Background: an optimization exercise with open tools, aiming at small area, a short achievable clock period and few clock cycles. Do not read the settings as production practice. RTL that was checked went through simulation tests only; none was proved equivalent to the original. Power is estimated from default activity; no workload was simulated.

Setup of rev 12:
Design nr_vadd, start of the top module:
module nr_vadd (
    input  wire        clk,
    input  wire        rst,         
    input  wire        in_valid,
    input  wire [31:0] in_a,
    input  wire [31:0] in_b,
    output wire        in_ready,
    output reg         out_valid,
    output reg  [31:0] out_sum,
    input  wire        out_ready
);
Size: about 17000 um2 of cells after synthesis.
Settings: LEC_CHECK=0, CAP_MARGIN=60, CORE_MARGIN=2, CORE_UTILIZATION=40, CTS_CLUSTER_DIAMETER=150, CTS_CLUSTER_SIZE=30, PLACE_DENSITY=0.6, SLEW_MARGIN=60; clock period 20.0 ns.
standard.sh (not shown) runs the stock make flow with config.mk's settings and CLKGATE_MAP_FILE= SYNTH_SCRIPT=/design/flow/synth_recipe.tcl, a recipe that flattens the netlist after the stock synthesis.
==> flow/flow/run.sh <==
#!/bin/bash
set -euo pipefail
export BUFFER_PORTS_ARGS="-buffer_cell sky130_fd_sc_hd__buf_2"
bash standard.sh finish > flow_make.log 2>&1
Rev 12 has completed all stages; timing, DRC and antenna checks passed.
Testbench counts of rev 12, summed over its fixed seeds: cycles 16,024.
Changes in rev 13 relative to rev 12:
# rev 12
export LEC_CHECK = 0
export CAP_MARGIN = 60
export CORE_MARGIN = 2
export CORE_UTILIZATION = 40
export CTS_CLUSTER_DIAMETER = 150
export CTS_CLUSTER_SIZE = 30
export PLACE_DENSITY = 0.6
export SLEW_MARGIN = 60
create_clock -name core_clock -period 20.0 [get_ports {clk}]
# rev 13
export LEC_CHECK = 0
export CAP_MARGIN = 60
export CORE_MARGIN = 2
export CORE_UTILIZATION = 40
export PLACE_DENSITY = 0.6
export SLEW_MARGIN = 60
create_clock -name core_clock -period 20.0 [get_ports {clk}]
### Flow results
- Diff rev 13..rev 12 | met2 capacity usage during global routing | negligible
- Comparing rev 12 and rev 13, the lower aggregate routed wire length is on rev 12.
- In the reports for rev 12 and rev 13, the smaller detailed route wirelength on metal2 belongs to rev 12.
- The core of rev 13 is more densely filled than that of rev 12.
- Going from rev 12 to rev 13, met1 usage in global routing did not really move, routed via count went up.
- Cell area was higher in rev 13 than in rev 12.
- Rev 13 vs. rev 12: power of the clock network went up by about 70%.
- Compared with rev 12, number of standard cells in the layout, taps in and fillers out in rev 13 increased slightly.
- Worst setup margin (lower): rev 13
- Diff rev 13..rev 12 | global-route usage over all layers | negligible

---

## the reference run
Another version of the RTL of nr_vadd (not shown whole).
For scale: ~1700 cells after synthesis, about 100 I/O pins, about 0.017 mm2 of cells after synthesis.
Settings: LEC_CHECK=0, CAP_MARGIN=90, CORE_MARGIN=2, CORE_UTILIZATION=40, PLACE_DENSITY=0.6, SLEW_MARGIN=90; clock period 20.0 ns.
Scripts as last shown in full above: flow/flow/run.sh
The reference run terminated abnormally: 5_1_grt reported DPL-0038.
For the trial run, these inputs were changed with respect to the reference run:
- a change of CAP_MARGIN from 90 to 60
- a change of SLEW_MARGIN from 90 to 60
Notes after the runs:
The trial run: full flow OK, the timing, design-rule and antenna checks passed
The reference run → the trial run: post-synthesis instance area about even, number of clock sinks ~0 delta, I/O pin count about even.
Diff the reference run..the trial run | distinct cell type count of the synthesized netlist | unchanged
Going from the reference run to the trial run, half-perimeter wire length after placement shrank by more than a quarter.
The reference run → the trial run: placed cell count moved down; number of buffers inserted during clock tree synthesis moved down; number of synthesized flops with an enable pin level.
Against the reference run, instance area at placement in the trial run fell by more than a quarter.
Function was not checked in any run of this note: the RTL went through the layout flow alone.

---

## yarrow
Another version of the RTL of nr_vadd (not shown whole).
Size in the first run: roughly 1,600 cells after synthesis, roughly 100 I/O pins.
clock: 20.0 ns
lec_check: 0
cap_margin: 60
core_margin: 2
core_utilization: 70
cts_cluster_diameter: 120
cts_cluster_size: 24
place_density: 0.82
slew_margin: 60
Scripts as last shown in full above: flow/flow/run.sh
#### Input delta (pepper over yarrow)
Settings: PLACE_DENSITY now 0.75, was 0.82; CORE_UTILIZATION now 60, was 70.
- The relative contribution of combinational cells to total power reported for pepper is smaller than that of yarrow by 0.4 points.
- Mean routed wirelength per cell | pepper below yarrow
- Diff yarrow -> pepper | met2 track utilization from global routing | decrease of 10 points
- Summary of pepper over yarrow: final hold violation count roughly the same; number of rows created at floorplan increased by 4 relative to the old numbers.
No functional check of the RTL was part of any run of this note.

---

RTL: one of the versions met above, not the one the previous note started from.
For scale: roughly 1,700 cells after synthesis, about 250 flip-flops, ~100 I/O pins, roughly 17,000 um^2 of cells after synthesis.
==> flow/design.v (excerpt) <==
module nr_vadd (
    input  wire        clk,
    input  wire        rst,         
    input  wire        in_valid,
    input  wire [31:0] in_a,
    input  wire [31:0] in_b,
    output wire        in_ready,
    output reg         out_valid,
    output reg  [31:0] out_sum,
    input  wire        out_ready
);
clock: 20.0 ns
lec_check: 0
cap_margin: 20
core_margin: 2
core_utilization: 40
place_density: 0.6
slew_margin: 20
Scripts as last shown in full above: flow/flow/run.sh
The starting point produced a clean layout.
Change:
==> flow/run.sh (new file) <==
#!/bin/bash
# synth_recipe.tcl (not shown) runs the flow's synth.tcl, then flattens the netlist and writes it again
# the make line also repeats each setting of config.mk as NAME=value (left out here)
make -C /OpenROAD-flow-scripts/flow DESIGN_CONFIG=/design/flow/config.mk WORK_HOME=/design/flow/orfs CLKGATE_MAP_FILE= SYNTH_SCRIPT=/design/flow/synth_recipe.tcl finish
removed: flow/flow/run.sh
removed: flow/standard.sh
After rerunning: The changed run finished clean. Worst setup slack improves by 24 ps. Die area stays the same. Maximum frequency went up by 0.43%. First-iteration DRC count went down by 0.83%. Cell count does not change. Via count went down by about 0.43%.
No run of this note included a check of the RTL's function; only the layout flow was run.

---

Another version of the RTL of nr_vadd (not shown whole).
Size: about 1600 cells after synthesis, ~250 flip-flops, about 100 I/O pins, about 0.016 mm^2 of cells after synthesis.
## nr_vadd
module nr_vadd (
    input  wire        clk,
    input  wire        rst,         
    input  wire        in_valid,
    input  wire [31:0] in_a,
    input  wire [31:0] in_b,
    output wire        in_ready,
    output reg         out_valid,
    output reg  [31:0] out_sum,
    input  wire        out_ready
);
Settings: LEC_CHECK=0, CAP_MARGIN=20, CORE_MARGIN=2, CORE_UTILIZATION=40, PLACE_DENSITY=0.6, SLEW_MARGIN=20; clock period 20.0 ns.
run.sh (not shown) runs the stock make flow with config.mk's settings and CLKGATE_MAP_FILE= SYNTH_SCRIPT=/design/flow/synth_recipe.tcl, a recipe that flattens the netlist after the stock synthesis.
Stock flow here: none of the scripts above is used.
Then changed:
==> flow/flow/run.sh (new file) <==
#!/bin/bash
set -euo pipefail
export BUFFER_PORTS_ARGS="-buffer_cell sky130_fd_sc_hd__buf_2"
bash standard.sh finish > flow_make.log 2>&1
==> flow/standard.sh (new file) <==
#!/bin/bash
# synth_recipe.tcl (not shown) runs the flow's synth.tcl, then flattens the netlist and writes it again
# the make line also repeats each setting of config.mk as NAME=value (left out here)
make -C /OpenROAD-flow-scripts/flow DESIGN_CONFIG=/design/flow/config.mk WORK_HOME=/design/flow/orfs CLKGATE_MAP_FILE= SYNTH_SCRIPT=/design/flow/synth_recipe.tcl "${@:-finish}"
removed: flow/run.sh
What happened:
- setup slack is better by 12 ps
- synthesized area does not change
- global-route usage fell by 0.13 points
- total power is lower by about 0.6%
- hold slack hardly moves
- clock skew stays flat
No functional check of the RTL was part of any run of this note.

---

nr_vadd, a different RTL version from the one above (not shown whole).
Size in the first run: ~240 flip-flops, about 0.017 sq mm of cells after synthesis.
==> flow/design.v (excerpt) <==
module nr_vadd (
    input  wire        clk,
    input  wire        rst,         
    input  wire        in_valid,
    input  wire [31:0] in_a,
    input  wire [31:0] in_b,
    output wire        in_ready,
    output reg         out_valid,
    output reg  [31:0] out_sum,
    input  wire        out_ready
);
    reg         v0, v1, v2, vk;
    reg         rdy;            
    reg  [31:0] skid;
    wire        adv = rdy;      
    assign in_ready = rdy;
    reg  [31:0] ra, rb;
    always @(posedge clk) if (adv) begin ra <= in_a; rb <= in_b; end
    wire [7:0]  a_e = ra[30:23];
    wire [7:0]  b_e = rb[30:23];
    wire        a_h = |a_e;
    wire        b_h = |b_e;
    wire        a_emax = &a_e;
    wire        b_emax = &b_e;
    wire        a_fz = ~|ra[22:0];
    wire        b_fz = ~|rb[22:0];
    wire        a_nan = a_emax & ~a_fz;
    wire        b_nan = b_emax & ~b_fz;
    wire        a_inf = a_emax & a_fz;
    wire        b_inf = b_emax & b_fz;
    wire        s_nan = a_nan | b_nan | (a_inf & b_inf & (ra[31] ^ rb[31]));
    wire        s_inf = a_inf | b_inf;
    wire        sub   = ra[31] ^ rb[31];
    wire        swap = rb[30:0] > ra[30:0];
    wire        same = rb[30:0] == ra[30:0];
    wire        s_zero = (sub & same) | (~a_h & a_fz & ~b_h & b_fz);
    wire [7:0]  a_ee = {a_e[7:1], a_e[0] | ~a_h};
    wire [7:0]  b_ee = {b_e[7:1], b_e[0] | ~b_h};
    wire [8:0]  dab = {1'b0, a_ee} - {1'b0, b_ee};
    wire [7:0]  dba = b_ee - a_ee;
    wire [7:0]  d   = dab[8] ? dba : dab[7:0];
    wire [4:0]  sh  = (|d[7:5]) ? 5'd31 : d[4:0];
    wire        x_s  = swap ? rb[31] : ra[31];
    wire [7:0]  x_ee = swap ? b_ee : a_ee;
    wire [23:0] x_m  = swap ? {b_h, rb[22:0]} : {a_h, ra[22:0]};
    wire [23:0] y_m  = swap ? {a_h, ra[22:0]} : {b_h, rb[22:0]};
  ...
make LEC_CHECK=0 ABC_CLOCK_PERIOD_IN_PS=4000 CAP_MARGIN=20 CORE_MARGIN=2 CORE_UTILIZATION=40 PLACE_DENSITY=0.6 SLEW_MARGIN=20 finish   # period 20.0 ns
Stock flow here: none of the scripts above is used.
Then changed:
--- a/flow/config.mk
+++ b/flow/config.mk
@@ -8 +7,0 @@
-export ABC_CLOCK_PERIOD_IN_PS = 4000
Register-to-register slack stays flat.
Worst setup slack does not change.
Design area is unchanged.
Routed wire length does not change.
Area after synthesis does not change.
Power stays the same.
No functional check of the RTL was part of any run of this note.

---

Setup of run 1:
nr_vadd, a different RTL version from the one above (not shown whole).
Size: roughly 250 flip-flops, ~16,000 um^2 of cells after synthesis.
clock: 20.0 ns
lec_check: 0
cap_margin: 60
core_margin: 2
core_utilization: 60
cts_cluster_diameter: 120
cts_cluster_size: 24
place_density: 0.75
slew_margin: 60
standard.sh (not shown) runs the stock make flow with config.mk's settings and CLKGATE_MAP_FILE= SYNTH_SCRIPT=/design/flow/synth_recipe.tcl, a recipe that flattens the netlist after the stock synthesis.
==> flow/flow/run.sh <==
#!/bin/bash
set -euo pipefail
export BUFFER_PORTS_ARGS="-buffer_cell sky130_fd_sc_hd__buf_2"
bash standard.sh finish > flow_make.log 2>&1
Testbench counts of run 1, summed over its fixed seeds: cycles 16,024.
Relative to run 1, the following input files were edited for run 2:
# run 1
export LEC_CHECK = 0
export CAP_MARGIN = 60
export CORE_MARGIN = 2
export CORE_UTILIZATION = 60
export CTS_CLUSTER_DIAMETER = 120
export CTS_CLUSTER_SIZE = 24
export PLACE_DENSITY = 0.75
export SLEW_MARGIN = 60
create_clock -name core_clock -period 20.0 [get_ports {clk}]
# run 2
export LEC_CHECK = 0
export CAP_MARGIN = 60
export CORE_MARGIN = 2
export CORE_UTILIZATION = 65
export CTS_CLUSTER_DIAMETER = 120
export CTS_CLUSTER_SIZE = 24
export PLACE_DENSITY = 0.85
export SLEW_MARGIN = 60
create_clock -name core_clock -period 20.0 [get_ports {clk}]
Findings:
On total placed instance area, run 2 and run 1 are neck and neck.
Iteration-0 DRC count of the detailed router down 0.42% in run 2 wrt run 1
Run 2 -> run 1: synthesized cell count delta 0, exact match
Run 1 -> run 2: clock buffer and inverter area fraction after layout flat
Hold slack: run 2 worse than run 1
Input-level comparison between run 3 and run 2:
# run 2
export LEC_CHECK = 0
export CAP_MARGIN = 60
export CORE_MARGIN = 2
export CORE_UTILIZATION = 65
export CTS_CLUSTER_DIAMETER = 120
export CTS_CLUSTER_SIZE = 24
export PLACE_DENSITY = 0.85
export SLEW_MARGIN = 60
create_clock -name core_clock -period 20.0 [get_ports {clk}]
# run 3
export LEC_CHECK = 0
export CAP_MARGIN = 75
export CORE_MARGIN = 2
export CORE_UTILIZATION = 60
export CTS_CLUSTER_DIAMETER = 120
export CTS_CLUSTER_SIZE = 24
export PLACE_DENSITY = 0.75
export SLEW_MARGIN = 75
create_clock -name core_clock -period 20.0 [get_ports {clk}]
Findings:
In the tables for run 2 and run 3, number of signal-net buffers in the layout reads lower with run 2.
Row post-layout instance count excluding filler cells: run 3 higher / run 2 lower
Min global-route wire length before repair across run 2 and run 3: run 3
[diff] post-detailed-routing wire length, run 3 relative to run 2: regression
Taking run 2 as the reference, in run 3 setup slack rose by 0.0062 ns, post-route total power rose by about 3.3%.
Cmp run 2 and run 3 / sequential share of layout area / higher: run 2
Slew at the pin closest to its max-slew limit: run 3 lower than run 2
--- input diff run 3..run 4 ---
# run 3
export LEC_CHECK = 0
export CAP_MARGIN = 75
export CORE_MARGIN = 2
export CORE_UTILIZATION = 60
export CTS_CLUSTER_DIAMETER = 120
export CTS_CLUSTER_SIZE = 24
export PLACE_DENSITY = 0.75
export SLEW_MARGIN = 75
create_clock -name core_clock -period 20.0 [get_ports {clk}]
# run 4
export LEC_CHECK = 0
export CAP_MARGIN = 40
export CORE_MARGIN = 2
export CORE_UTILIZATION = 60
export CTS_CLUSTER_DIAMETER = 120
export CTS_CLUSTER_SIZE = 24
export PLACE_DENSITY = 0.75
export SLEW_MARGIN = 40
create_clock -name core_clock -period 20.0 [get_ports {clk}]
### Flow results
- Internal power for run 4: 0.057 mW down relative to run 3
- Lower cell area among run 4 and run 3: run 4
- | number of logic stages on the critical path including buffering | higher: run 4 |
- Compared with run 3, run 4 shows net switching power that has gone down by a few percent.

==> port drivers added, routing unchanged <==
How much do the figures lean on ideal ports? The routed layouts below were timed once more, with nothing changed but the port constraints. Step 1: set_driving_cell puts a clkbuf_16 on clk and a buf_2 on each other input, an assumption about the parent block. Step 2 times the ports against the registers' clock, not the clock port: input delays grow and output delays shrink by t, the midpoint of the rising clock arrivals with the driver on. a / b / c = no drivers / after step 1 / after step 2; a / b = the first two.
| run | t (ns) | setup WS [ns] | worst setup path at the end | clock arrival spread, ns | worst register clock-pin slew, ns |
|---|---|---|---|---|---|
| rev 12 | 0.553 | 14.926 / 14.870 / 14.692 | input to register | 0.039 / 0.039 | 0.12 / 0.12 |
| rev 13 | 0.596 | 14.877 / 14.821 / 14.660 | input to register | 0.015 / 0.016 | 0.06 / 0.06 |
| the trial run | 0.617 | 14.771 / 14.771 / 14.626 | input to register | 0.034 / 0.034 | 0.07 / 0.07 |
| yarrow | 0.537 | 14.767 / 14.794 / 14.257 | input to register | 0.034 / 0.034 | 0.11 / 0.11 |
| pepper | 0.540 | 14.824 / 14.853 / 14.312 | input to register | 0.031 / 0.031 | 0.10 / 0.10 |
| the first run of note 4 | 0.620 | 14.474 / 14.474 / 14.474 | register to register | 0.028 / 0.028 | 0.06 / 0.06 |
| the second run of note 4 | 0.617 | 14.498 / 14.442 / 14.261 | input to register | 0.028 / 0.029 | 0.07 / 0.07 |
| the first run of note 5 | 0.589 | 13.507 / 13.507 / 13.507 | register to register | 0.009 / 0.008 | 0.07 / 0.07 |
| the second run of note 5 | 0.593 | 13.519 / 13.519 / 13.519 | register to register | 0.013 / 0.013 | 0.06 / 0.06 |
| the first run of note 6 | 0.603 | 13.880 / 13.825 / 14.130 | input to register | 0.017 / 0.017 | 0.07 / 0.07 |
| the second run of note 6 | 0.603 | 13.880 / 13.825 / 14.130 | input to register | 0.017 / 0.017 | 0.07 / 0.07 |
| run 1 | 0.536 | 14.953 / 14.901 / 14.738 | input to register | 0.025 / 0.025 | 0.10 / 0.10 |
| run 2 | 0.550 | 14.933 / 14.882 / 14.628 | input to register | 0.034 / 0.034 | 0.10 / 0.10 |
| run 3 | 0.534 | 14.939 / 14.891 / 14.730 | input to register | 0.028 / 0.028 | 0.10 / 0.10 |
| run 4 | 0.532 | 14.732 / 14.732 / 14.732 | register to register | 0.031 / 0.031 | 0.10 / 0.10 |
After both steps every run listed still meets setup and hold. The setup slack of pepper, which loses most, moves by +0.029 ns with the drivers and by -0.512 ns with both steps.
